Context: an optimization exercise on an open-source flow, tuned for small area, a short achievable clock period and few clock cycles. The choices shown serve that exercise and are no tape-out recipe.
Function not checked in this run: the RTL went through the layout flow alone.
Power is estimated from default activity; no workload was simulated.

==> config.mk <==
export PLATFORM = sky130hd
export DESIGN_NAME = stele_codec
export DESIGN_NICKNAME = stele_codec
export VERILOG_FILES = /design/flow/design.v
export SDC_FILE = /design/flow/constraint.sdc
export NUM_CORES = 4
export LEC_CHECK = 0
export CAP_MARGIN = 20
export CORE_MARGIN = 2
export CORE_UTILIZATION = 40
export SLEW_MARGIN = 20
==> constraint.sdc <==
create_clock -name core_clock -period 10.0 [get_ports {clk}]
set_input_delay 2.0000 -clock core_clock [delete_from_list [all_inputs] [get_ports {clk}]]
set_output_delay 2.0000 -clock core_clock [all_outputs]
set_load 0.01 [all_outputs]
==> design.v <==
module stele_codec (
    input  wire        clk,
    input  wire        rst,
    input  wire        cmd_valid,
    output wire        cmd_ready,
    input  wire        cmd_op,         
    input  wire [31:0] pal0,
    input  wire [31:0] pal1,
    input  wire [31:0] pal2,
    input  wire [1:0]  pal_n,
    input  wire [15:0] width,
    input  wire [15:0] height,
    input  wire [31:0] npix,
    input  wire        px_valid,
    output wire        px_ready,
    input  wire [31:0] px_data,
    output wire        bo_valid,
    input  wire        bo_ready,
    output wire [7:0]  bo_data,
    input  wire        bi_valid,
    output wire        bi_ready,
    input  wire        bi_eos,
    input  wire [7:0]  bi_data,
    output wire        po_valid,
    input  wire        po_ready,
    output wire [31:0] po_data,
    output wire        busy,
    output reg         done,
    output reg         err,
    output wire [3:0]  err_kind,
    output reg  [2:0]  err_detail
);
    localparam [2:0] S_IDLE = 3'd0;
    localparam [2:0] S_PAL  = 3'd1;    
    localparam [2:0] S_DHDR = 3'd2;    
    localparam [2:0] S_MUL  = 3'd3;    
    localparam [2:0] S_EVAL = 3'd4;    
    localparam [2:0] S_ENC  = 3'd5;    
    localparam [2:0] S_DEC  = 3'd6;    
    reg  [2:0]  state;
    reg  [2:0]  kind_r;
    assign err_kind = {1'b0, kind_r};
    reg         op_r;
    reg  [31:0] p0, p1, p2;
    reg  [1:0]  paln_r;
    wire        is3 = paln_r[0];
    reg  [31:0] sr;           
    reg  [31:0] rem;          
    reg  [3:0]  k;            
    reg  [13:0] acc_m;        
    reg         mm;           
    reg         ver_ok;
    reg  [5:0]  acc;          
    reg  [7:0]  g;            
    reg         gv;           
    reg  [7:0]  prev;         
    reg  [7:0]  cnt;          
    reg  [1:0]  fl;           
    reg         fin;          
    reg         uerr;         
    reg  [7:0]  bb;           
    reg  [1:0]  f;            
    reg         bv;
    reg  [7:0]  lb;           
    reg         lv;
    reg         eos;
    reg         rm;           
    reg  [1:0]  last;
    reg         hl;
    wire st_idle = (state == S_IDLE);
    wire st_pal  = (state == S_PAL);
    wire st_dhdr = (state == S_DHDR);
    wire st_mul  = (state == S_MUL);
    wire st_eval = (state == S_EVAL);
    wire st_enc  = (state == S_ENC);
    wire st_dec  = (state == S_DEC);
    wire rz = (rem == 32'd0);
    wire [31:0] cx = st_pal ? (k[0] ? p2 : p1) : px_data;
    wire e0 = (p0 == cx);
    wire e1 = (p1 == cx);
    wire e2 = (p2 == cx);
    wire m2 = is3 & e2;
    wire px_mapped = e0 | e1 | m2;
    wire [1:0] px_code = e0 ? 2'd0 : (e1 ? 2'd1 : 2'd2);
    wire [15:0] w_r = sr[15:0];
    wire [15:0] h_r = sr[31:16];
    reg        dims_bad;
    reg [2:0]  dims_detail;
    always @(*) begin
        dims_bad    = 1'b1;
        dims_detail = 3'd0;
        if (w_r[15:2] == 14'd0)     dims_detail = 3'd2;
        else if (w_r[1:0] != 2'b00) dims_detail = 3'd3;
        else if (h_r[15:2] == 14'd0) dims_detail = 3'd4;
        else if (h_r[1:0] != 2'b00) dims_detail = 3'd5;
        else                        dims_bad    = 1'b0;
    end
    wire        hbit  = h_r[k + 4'd2];
    wire [14:0] msum  = {1'b0, acc_m} + (hbit ? {1'b0, w_r[15:2]} : 15'd0);
    wire        nbit  = rem[k + 5'd4];
    wire        size_ok = !mm && (acc_m == rem[31:18]) && (rem[3:0] == 4'd0);
    wire hv = st_enc && !(k[2] && k[0]);       
    wire ext = (((prev[7:4] == 4'h0) && (g == 8'h00)) ||
                ((prev[7:4] == 4'h5) && (g == 8'h55))) && (cnt != 8'hFF);
    wire [7:0] rec_byte = (cnt != 8'd0) ? (prev | 8'hC0) : prev;
    reg [1:0] cur;
    always @(*) begin
        case (f)
            2'd0:    cur = bb[1:0];
            2'd1:    cur = bb[3:2];
            2'd2:    cur = bb[5:4];
            default: cur = bb[7:6];
        endcase
    end
    wire esc  = (cur == 2'd3);
    wire oor  = (cur == 2'd2) && !is3;
    wire over = (rem[31:10] == 22'd0) && (rem[9:0] <= {lb, 2'b00});
    wire [1:0] osel = rm ? last : cur;
    assign busy      = !st_idle;
    assign cmd_ready = st_idle;
    assign px_ready  = st_enc && !rz && !uerr && !(gv && rem[1:0] == 2'd1);
    assign bo_valid  = hv || (st_enc && fl != 2'd0);
    assign bo_data   = hv ? ((k == 4'd0) ? 8'h01 : sr[7:0]) :
                       (fl == 2'd2) ? cnt : rec_byte;
    assign bi_ready  = st_dhdr || (st_dec && !eos && !lv);
    assign po_valid  = st_dec && (rm || (bv && !esc && !oor && !rz));
    assign po_data   = (osel == 2'd0) ? p0 : (osel == 2'd1) ? p1 : p2;
    wire px_take = px_valid && px_ready;
    wire bi_take = bi_valid && bi_ready;
    wire bi_push = bi_take && !bi_eos;
    wire po_take = po_valid && po_ready;
    task finish(input [2:0] kind, input [2:0] detail);
        begin
            state      <= S_IDLE;
            done       <= (kind == 3'd0);
            err        <= (kind != 3'd0);
            kind_r     <= kind;
            err_detail <= detail;
        end
    endtask
    task dec_refill;
        begin
            f <= 2'd0;
            if (lv) begin
                bb <= lb;
                bv <= 1'b1;
                lv <= 1'b0;
            end else if (bi_push) begin
                bb <= bi_data;
                bv <= 1'b1;
            end else
                bv <= 1'b0;
        end
    endtask
    always @(posedge clk) begin
        if (rst) begin
            state      <= S_IDLE;
            done       <= 1'b0;
            err        <= 1'b0;
            kind_r     <= 3'd0;
            err_detail <= 3'd0;
        end else begin
            case (state)
                S_IDLE: begin
                    if (cmd_valid) begin
                        op_r   <= cmd_op;
                        p0     <= pal0;
                        p1     <= pal1;
                        p2     <= pal2;
                        paln_r <= pal_n;
                        sr     <= {height, width};
                        rem    <= npix;
                        k      <= 4'd0;
                        state  <= S_PAL;
                    end
                end
                S_PAL: begin
                    k <= k + 4'd1;
                    if (!k[0])
                        mm <= e0 | m2;                  
                    else begin
                        k     <= 4'd0;
                        acc_m <= 14'd0;
                        mm    <= 1'b0;
                        if (!paln_r[1])
                            finish(3'd1, 3'd4);
                        else if (mm || (is3 && e0))     
                            finish(3'd1, 3'd3);
                        else if (op_r)
                            state <= S_DHDR;
                        else
                            state <= S_MUL;
                    end
                end
                S_DHDR: begin
                    if (bi_valid) begin
                        if (bi_eos)
                            finish(3'd6, 3'd3);
                        else begin
                            k <= k + 4'd1;
                            if (k == 4'd0)
                                ver_ok <= (bi_data == 8'h01);
                            else
                                sr <= {bi_data, sr[31:8]};
                            if (k == 4'd4) begin
                                k     <= 4'd0;
                                state <= S_MUL;
                            end
                        end
                    end
                end
                S_MUL: begin
                    k     <= k + 4'd1;
                    acc_m <= msum[14:1];
                    if (msum[0] != nbit)
                        mm <= 1'b1;
                    if (k == 4'd13)
                        state <= S_EVAL;
                end
                S_EVAL: begin
                    k    <= 4'd0;
                    prev <= 8'hFF;
                    cnt  <= 8'd0;
                    gv   <= 1'b0;
                    fl   <= 2'd0;
                    fin  <= 1'b0;
                    uerr <= 1'b0;
                    f    <= 2'd0;
                    bv   <= 1'b0;
                    lv   <= 1'b0;
                    eos  <= 1'b0;
                    rm   <= 1'b0;
                    hl   <= 1'b0;
                    if (op_r && !ver_ok)
                        finish(3'd4, 3'd1);
                    else if (dims_bad)
                        finish(3'd4, dims_detail);
                    else if (!size_ok)
                        finish(3'd5, 3'd0);
                    else
                        state <= op_r ? S_DEC : S_ENC;
                end
                S_ENC: begin
                    if (hv && bo_ready) begin
                        k <= k + 4'd1;
                        if (k != 4'd0)
                            sr <= {bi_data, sr[31:8]};
                    end
                    if (px_take) begin
                        if (!px_mapped)
                            uerr <= 1'b1;
                        else begin
                            rem <= rem - 32'd1;
                            acc <= {px_code, acc[5:2]};
                            if (rem[1:0] == 2'd1) begin
                                g  <= {px_code, acc};
                                gv <= 1'b1;
                            end
                        end
                    end
                    if (fl == 2'd0) begin
                        if (gv) begin
                            if (ext) begin
                                cnt <= cnt + 8'd1;
                                gv  <= 1'b0;
                            end else if (prev == 8'hFF) begin
                                prev <= g;
                                gv   <= 1'b0;
                            end else if (!hv)
                                fl <= 2'd1;
                        end else if (!hv && (rz || uerr)) begin
                            if (uerr)
                                finish(3'd2, 3'd0);
                            else if (fin)
                                finish(3'd0, 3'd0);
                            else begin
                                fin <= 1'b1;
                                fl  <= 2'd1;
                            end
                        end
                    end else if (bo_ready) begin
                        if (fl == 2'd1 && cnt != 8'd0)
                            fl <= 2'd2;
                        else begin
                            fl   <= 2'd0;
                            prev <= g;
                            cnt  <= 8'd0;
                            gv   <= 1'b0;
                        end
                    end
                end
                S_DEC: begin
                    if (bi_take && bi_eos)
                        eos <= 1'b1;
                    if (rm) begin
                        if (po_ready) begin
                            rem <= rem - 32'd1;
                            if ({bb, f} != 10'd0)
                                {bb, f} <= {bb, f} - 10'd1;
                        end
                        if (po_ready && {bb, f} == 10'd0) begin
                            rm <= 1'b0;
                            dec_refill;
                        end else if (bi_push)
                            begin lb <= bi_data; lv <= 1'b1; end
                    end else if (bv) begin
                        if (esc) begin
                            if (bi_push)
                                begin lb <= bi_data; lv <= 1'b1; end
                            if (lv) begin
                                if (!hl)
                                    finish(3'd3, 3'd2);
                                else if (over)
                                    finish(3'd6, 3'd2);
                                else begin
                                    rm      <= 1'b1;
                                    {bb, f} <= {lb, 2'b00};
                                    bv      <= 1'b0;
                                    lv      <= 1'b0;
                                end
                            end else if (eos)
                                finish(3'd6, 3'd4);
                        end else if (oor)
                            finish(3'd3, 3'd1);
                        else if (rz)
                            finish(3'd6, 3'd2);
                        else begin
                            if (po_ready) begin
                                rem  <= rem - 32'd1;
                                last <= cur;
                                hl   <= 1'b1;
                                f    <= f + 2'd1;
                            end
                            if (po_ready && f == 2'd3)
                                dec_refill;
                            else if (bi_push)
                                begin lb <= bi_data; lv <= 1'b1; end
                        end
                    end else begin
                        if (bi_push) begin
                            bb <= bi_data;
                            bv <= 1'b1;
                            f  <= 2'd0;
                        end
                        if (eos) begin
                            if (rz)
                                finish(3'd0, 3'd0);
                            else
                                finish(3'd6, 3'd1);
                        end
                    end
                end
                default: state <= S_IDLE;
            endcase
        end
    end
endmodule
==> run.sh <==
#!/bin/bash
# synth_recipe.tcl (not shown) runs the flow's synth.tcl, then flattens the netlist and writes it again
# the make line also repeats each setting of config.mk as NAME=value (left out here)
make -C /OpenROAD-flow-scripts/flow DESIGN_CONFIG=/design/flow/config.mk WORK_HOME=/design/flow/orfs CLKGATE_MAP_FILE= SYNTH_SCRIPT=/design/flow/synth_recipe.tcl finish
==> summary.txt <==
worst max-delay path by stage:
stage / from / to / cells past startpoint
6_report: f[0] / po_data[21] / 11
5_1_grt: f[0] / po_data[21] / 11
4_1_cts: f[0] / po_data[21] / 11
3_5_place_dp: px_data[10] / rem[28] / 10
3_3_place_gp: px_data[10] / rem[25] / 10
2_1_floorplan: px_data[10] / rem[0] / 8
layout make-up:
| class | count | area [sq um] |
|---|---|---|
| repair buffers | 283 | 2810 |
| clock inverters | 16 | 129 |
| multi-input cells | 1203 | 8310 |
| inverters | 55 | 206 |
| fillers | 3682 | 19600 |
| well taps | 525 | 657 |
| flip-flops and latches | 254 | 7520 |
| clock buffers | 38 | 802 |
| diodes | 4 | 10.0 |
power groups by stage:
stage / clock network, uW / logic (uW) / registers, uW
2_1_floorplan: 0 / 1040 / 1510
3_3_place_gp: 0 / 1470 / 1600
3_5_place_dp: 0 / 1490 / 1600
4_1_cts: 1080 / 1500 / 1580
5_1_grt: 1120 / 1650 / 1600
6_report: 1060 / 1520 / 1580
registers in the layout (all words and copies together), names as in the netlist, 2 cells and up:
register    count
p0             32
p1             32
p2             32
rem            32
sr             32
acc_m          14
bb              8
cnt             8
g               8
lb              8
prev            8
acc             6
k               4
err_detail      3
kind_r          3
state           3
f               2
fl              2
last            2
paln_r          2
through the flow:
step	hold WS [ns]	total power (uW)	cells	cell area [sq um]	setup WS (ns)
2_1_floorplan	0.400	2550	1590	16300	4.70
3_3_place_gp	0.404	3070	2319	19500	4.10
3_5_place_dp	0.405	3090	2319	19500	4.07
4_1_cts	0.427	4150	2373	20400	3.91
5_1_grt	0.426	4370	2377	20400	3.65
6_report	0.424	4160	2378	20400	3.81
kinds of logic after synthesis:
family | synth area share, %
xor+xnor | 9.56
buf+inv | 3.37
fa+ha+maj | 2.96
simple gates | 16.4
other cells | 0.0230
flops | 46.1
compound gates | 13.3
mux | 8.31
cell usage after synthesis, types with 6 or more instances:
| master | number | area (sq um) |
|---|---|---|
| edfxtp_1 | 243 | 7300 |
| nor2_1 | 137 | 514 |
| nand2_1 | 126 | 473 |
| a21oi_1 | 109 | 546 |
| xnor2_1 | 96 | 841 |
| xor2_1 | 82 | 718 |
| o21ai_0 | 77 | 385 |
| mux2i_1 | 73 | 731 |
| clkbuf_1 | 63 | 236 |
| inv_1 | 54 | 203 |
| nor3_1 | 40 | 200 |
| mux2_2 | 38 | 428 |
| ha_1 | 37 | 463 |
| nand3_1 | 37 | 185 |
| nor4_1 | 37 | 231 |
| nor2b_1 | 29 | 181 |
| a211oi_1 | 21 | 158 |
| nand4_1 | 21 | 131 |
| or3_1 | 15 | 93.8 |
| a31oi_1 | 14 | 87.6 |
| nand2b_1 | 13 | 81.3 |
| o211ai_1 | 13 | 97.6 |
| o22ai_1 | 13 | 81.3 |
| dfxtp_1 | 11 | 220 |
| a21o_1 | 10 | 75.1 |
| and3_1 | 10 | 62.6 |
| mux4_2 | 8 | 180 |
| and2_1 | 7 | 43.8 |
| buf_2 | 7 | 35.0 |
| o31ai_1 | 7 | 52.6 |
| or2_2 | 7 | 43.8 |
| a22oi_1 | 6 | 45.0 |
| o21a_1 | 6 | 45.0 |
| or4_1 | 6 | 45.0 |
metal layers:
layer / share of wire, % / up-vias
met5: 0.022 / -
met3: 7.3 / 89
met2: 46 / 521
met4: 2.8 / 2
met1: 44 / 6521
li1: - / 6380
==> metrics.cfg <==
[final_layout]
mostFrequentLayoutCell=clkdlybuf4s50_1
layout_common_cells=clkdlybuf4s50_1, edfxtp_1, nor2_1
layout-area-overhead-vs-synth_pct=25.4
finalCoreUtilization_pct=51.1
final_layout_size_suffix_gt1_share_pct=7.95
layout.nets=2076

[worst_setup_path]
worst_r2r_startpoint=k[0]
critPathCaptureType=output pin
worst_setup_path_start_kind=register
timing.critical_path.slowest_cell_delay_ns=0.65
timing.critical_path.cells=inv_1 -> ha_1 -> ha_1 -> a211o_1 -> a21oi_1 -> nor3_1 -> a21oi_4 -> buf_4 -> mux2i_1 -> a21oi_1 -> clkdlybuf4s50_1
data_arrival_at_the_endpoint_of_the_critical_path_ns=4.19
r2r_cells=16
timing.critical_path.fanout_max=32
worst_r2r_endpoint=acc_m[11]
timing.critical_path.slowest_stage_cell=clkdlybuf4s50_1
worstPathBufferInverterCount=3
ff2ff_setup_slack_ns=5.13
critical_path.top_delay_family=buffers and inverters
worstPathRequired_ns=8.00
path_class=register to output pin

[detailed_routing]
route.final.wire_length_microns=53900
via_density=5.68
drt-wirelength-per-cell_microns=22.7
detail_route.iter0.violations=1134
post-route-drc-count=0
route.vias.total=13500
detailedRoute.firstPassIterationCount=5
antenna_violating_nets_post_route=0

[clock_network]
cts-buffers-inserted=30
postCtsHoldBufs=0
clock-sinks=254
htreeDepth=1
clock-root-buffer=clkbuf_16
cts-root-to-sink-buffers=3
cts_tree=built
post_cts_buffers=0
clkLatencyLatePin_ns=0.57
post_cts.resized_instances=0
clk_pin_slew_worst_paths_ns=0.06

[yosys]
synth.avg_cell_area_sq_um=10.3
synth.net_count=1839
yosys.cell_types.count=94
synth_seq_area_share_pct=46.1
synth-edff-count=243
yosys_register_bits=254
syn_inst=1590
synth_async_sr_flop_share_pct=0
mappedNetlistArea_sq_um=16300
synthFlopType=edfxtp_1
warnings_synthesis=1

[floorplan]
io-pin-count=266
placeable_area_sq_um=40000
chipWidth_microns=206
total_die_area_sq_um=42400
floorplan.initialDensity_pct=40.7
vertical_die_dimension_microns=206
rows=73

[timing]
finalMaxSlewViolations=0
worst_slew_pin_slew_ns=1.12
report.final.hold_viol_count=0
finalSetupViolations=0
final_period_minus_worst_setup_slack_ns=6.19
timing.setup.tns_ns=0
max_freq_mhz=162
slew_headroom_pct=25.6
rsz_0062_raised_after_global_routing=no
fin_skew_ns=0.0158
period_share_pct=61.9

[pwr]
netSwitchingFraction_pct=35.8
power.leakage_uw=0.00726
internal_power_uw=2670
irDropWorstVdd_mv=0.142
power.share.combinational_pct=36.6
pwr_density_cell_nw_per_um2=204
power.net_switching_uw=1490
sequential_share_of_power_pct=38.0
pwr-share-clk_pct=25.4

[place]
detailed_place_hpwl_microns=41800
numPortBuffers=264
finalWeightedCongestion=0.929

[worst_hold_path]
timing.hold.worst.class=register to register
min_delay_path_depth=0
hold_path_startpoint=acc[1]
worst_hold_path.endpoint=g[1]

[flow_run]
number_of_max_capacitance_violations_reported=0

[grt]
grtUsageMet1_pct=34.9
grt_antenna_before_repair=4
first_pass_grt_wire_length_microns=79900
grt_start_max_net_pins=67
globalRoute.totalOverflow=0
tot_gr_track_use_pct=25.0
gr-usage-met3_pct=5.05
grt_use_met2_pct=39.3
busiest_metal_layer_after_global_routing=met2
grt_pass1_vias=13300

[status]
outcome=finished clean

==> what the ideal ports hide <==
In the flow no input, the clock included, has a driving cell. The finished layout below was timed again as built, in two steps. Step 1, drivers: a clkbuf_16 drives clk and a buf_2 each remaining input, both assumed. Step 2 moves the port delays by t, midway between the first and last clock arrival at a register: inputs arrive t later, outputs are due t later. That takes back most of the time a late clock gives input paths. a / b / c = no drivers / after step 1 / after step 2; a / b = the first two.
t, ns: 0.623
slack for setup (ns): 3.815 / 3.758 / 4.053
hold WS [ns]: 0.424 / 0.424 / 0.424
clock arrival spread, ns: 0.017 / 0.017
worst register clock-pin slew, ns: 0.06 / 0.06
After both steps setup and hold are still met in this run. For this run, drivers alone change the setup slack by -0.057 ns; drivers and shift together by +0.238 ns.
